Context: an optimization exercise on an open-source flow, tuned for small area, a short achievable clock period and few clock cycles. The choices shown serve that exercise and are no tape-out recipe. The RTL was checked by simulation tests, not by an equivalence proof against the original design. No activity file was given, so power comes from the tool's default toggle rates.

== delta ==
// sic_engine
module sic_engine (
    input  wire         clk,
    input  wire         rst,
    input  wire         cmd_valid,
    output wire         cmd_ready,
    input  wire [31:0]  cmd_word,
    input  wire [63:0]  cmd_opnd,
    input  wire [127:0] cmd_iv,
    input  wire [7:0]   cmd_iv_len,
    input  wire [63:0]  cmd_in_len,
    input  wire [63:0]  cmd_out_cap,
    output reg          done,
    output reg  [63:0]  result,
    output reg  [2:0]   err,
    input  wire         in_valid,
    output wire         in_ready,
    input  wire [7:0]   in_data,
    output wire         out_valid,
    input  wire         out_ready,
    output wire [7:0]   out_data,
    output wire         bc_req_valid,
    input  wire         bc_req_ready,
    output reg  [1:0]   bc_req_op,
    output wire [127:0] bc_req_block,
    input  wire         bc_rsp_valid,
    input  wire         bc_rsp_err,
    input  wire [127:0] bc_rsp_data
);
For scale: about 3100 cells after synthesis, roughly 670 flip-flops, roughly 710 I/O pins, about 34000 sq um of cells after synthesis.
Settings: LEC_CHECK=0, CAP_MARGIN=20, CORE_MARGIN=2, CORE_UTILIZATION=55, SLEW_MARGIN=20, TNS_END_PERCENT=0; clock period 10.0 ns.
standard.sh (not shown) runs the stock make flow with config.mk's settings and CLKGATE_MAP_FILE= SYNTH_SCRIPT=/design/flow/synth_recipe.tcl, a recipe that flattens the netlist after the stock synthesis.
==> flow/flow/run.sh <==
#!/bin/bash
# Own layout flow: the standard layout (standard.sh, standard synthesis
# unchanged), with a tighter setup-repair target for the resizer and the
# smallest buffer cell on the ports.  make's full output goes to
# standard_flow.log; each ORFS step keeps its own log under orfs/logs.
set -euo pipefail
cd "$(dirname "$0")/.."
bash standard.sh SETUP_SLACK_MARGIN=6.2 \
    'BUFFER_PORTS_ARGS=-buffer_cell sky130_fd_sc_hd__buf_1' \
    finish > standard_flow.log 2>&1
delta reached the end of the flow, and the finished layout is clean on the timing, design-rule and antenna checks.
Testbench counts of delta, summed over its fixed seeds: cycles 76,932.
[inputs] epsilon vs delta
Settings: putting CTS_CLUSTER_SIZE at 22 where nothing was set; swapping 55 for 65 in CORE_UTILIZATION; putting CTS_CLUSTER_DIAMETER at 80 where nothing was set.
-- flow/flow/run.sh --
<<< delta, line 7
cd "$(dirname "$0")/.."
bash standard.sh SETUP_SLACK_MARGIN=6.2 \
    'BUFFER_PORTS_ARGS=-buffer_cell sky130_fd_sc_hd__buf_1' \
>>> epsilon, line 7
cd "$(dirname "$0")/.."
bash standard.sh SETUP_SLACK_MARGIN=6.6 \
    'BUFFER_PORTS_ARGS=-buffer_cell sky130_fd_sc_hd__buf_1' \
Results
Of delta and epsilon, just one finished clean: delta. Complete run, failing final checks: epsilon, reason capacitance limit, slew limit. Delta (epsilon minus delta): upper clock frequency limit lost about 22%, layout buffering overhead excluding clock cells picked up an extra 1.3 points. The minimum setup slack in the final design of epsilon falls short of that of delta by 1.13 ns. epsilon ends up with a clock skew that is 0.039 ns higher than in delta. The higher highest cell delay on the worst timing path came out of epsilon. Changes observed in epsilon relative to delta: leakage power summed over all cells has decreased; routed wire length now larger; maximum count of clock buffers along a single path now sits at about the same level; number of CTS-inserted buffers shows a reduction of 32; core utilization climbed 12 points. Type of the worst setup path = reg2reg: epsilon; type of the worst setup path = in2reg: delta.

========
## garnet
Starting RTL as in the previous note.
## sic_engine
module sic_engine (
    input  wire         clk,
    input  wire         rst,
    input  wire         cmd_valid,
    output wire         cmd_ready,
    input  wire [31:0]  cmd_word,
    input  wire [63:0]  cmd_opnd,
    input  wire [127:0] cmd_iv,
    input  wire [7:0]   cmd_iv_len,
    input  wire [63:0]  cmd_in_len,
    input  wire [63:0]  cmd_out_cap,
    output reg          done,
    output reg  [63:0]  result,
    output reg  [2:0]   err,
    input  wire         in_valid,
    output wire         in_ready,
    input  wire [7:0]   in_data,
    output wire         out_valid,
    input  wire         out_ready,
    output wire [7:0]   out_data,
    output wire         bc_req_valid,
    input  wire         bc_req_ready,
    output reg  [1:0]   bc_req_op,
    output wire [127:0] bc_req_block,
    input  wire         bc_rsp_valid,
    input  wire         bc_rsp_err,
    input  wire [127:0] bc_rsp_data
);
==> flow/config.mk <==
export PLATFORM = sky130hd
export DESIGN_NAME = sic_engine
export DESIGN_NICKNAME = sic_engine
export VERILOG_FILES = /design/flow/design.v
export SDC_FILE = /design/flow/constraint.sdc
export NUM_CORES = 4
export LEC_CHECK = 0
export CAP_MARGIN = 20
export CORE_MARGIN = 2
export CORE_UTILIZATION = 60
export SLEW_MARGIN = 20
export TNS_END_PERCENT = 0
==> flow/constraint.sdc <==
create_clock -name core_clock -period 10.0 [get_ports {clk}]
set_input_delay 2.0000 -clock core_clock [delete_from_list [all_inputs] [get_ports {clk}]]
set_output_delay 2.0000 -clock core_clock [all_outputs]
set_load 0.01 [all_outputs]
==> flow/flow/run.sh <==
#!/bin/bash
# Own layout flow: the standard layout (standard.sh, standard synthesis
# unchanged), with a tighter setup-repair target for the resizer and the
# smallest buffer cell on the ports.  make's full output goes to
# standard_flow.log; each ORFS step keeps its own log under orfs/logs.
set -euo pipefail
cd "$(dirname "$0")/.."
bash standard.sh SETUP_SLACK_MARGIN=6.2 \
    'BUFFER_PORTS_ARGS=-buffer_cell sky130_fd_sc_hd__buf_1' \
    finish > standard_flow.log 2>&1
Complete run, failing final checks: garnet, reason antenna violations.
Testbench counts of garnet, summed over its fixed seeds: cycles 76,932.
[inputs] willow vs garnet
--- a/flow/flow/run.sh
+++ b/flow/flow/run.sh
@@ -8 +8 @@
-bash standard.sh SETUP_SLACK_MARGIN=6.2 \
+bash standard.sh SETUP_SLACK_MARGIN=6.3 \
--- a/flow/config.mk
+++ b/flow/config.mk
@@ -10 +10 @@
-export CORE_UTILIZATION = 60
+export CORE_UTILIZATION = 65
## What came out
Looking at the reports, willow completed the entire flow and the layout it produced met the timing, design-rule and antenna checks.
Critical path's largest stage delay was higher in garnet than in willow.
[willow] global-route usage rose 4.6 points relative to garnet
From garnet to willow the numbers moved as follows: vias per cell climbed 5.1%, depth of the most critical reg-to-reg path moved up, multi-input combinational gate total held steady.

==> static timing again, ports no longer ideal <==
No port has a modelled driver above. Below, the same layouts with a new extraction and two added sets of constraints.
Step 1: set_driving_cell puts a clkbuf_16 on clk and a buf_2 on each other input, an assumption about the parent block.
Step 2 also shifts input and output timing later by t, the mid clock arrival at the registers, as if the neighbouring blocks saw the same clock.
a / b / c = no drivers / after step 1 / after step 2; a / b = the first two.
run	t (ns)	setup slack, ns	worst setup path after step 2	clock arrival spread, ns	pins driven straight from the clock port
delta	0.667	6.053 / 6.079 / 5.421	input to register	0.027 / 0.028	1
epsilon	0.692	4.921 / 4.921 / 4.921	register to register	0.069 / 0.069	1
garnet	0.696	5.107 / 5.107 / 5.107	register to register	0.041 / 0.041	1
willow	0.685	5.533 / 5.533 / 5.245	input to register	0.066 / 0.067	1
The setup slack of delta, which loses most, moves by +0.026 ns with the drivers and by -0.632 ns with both steps.
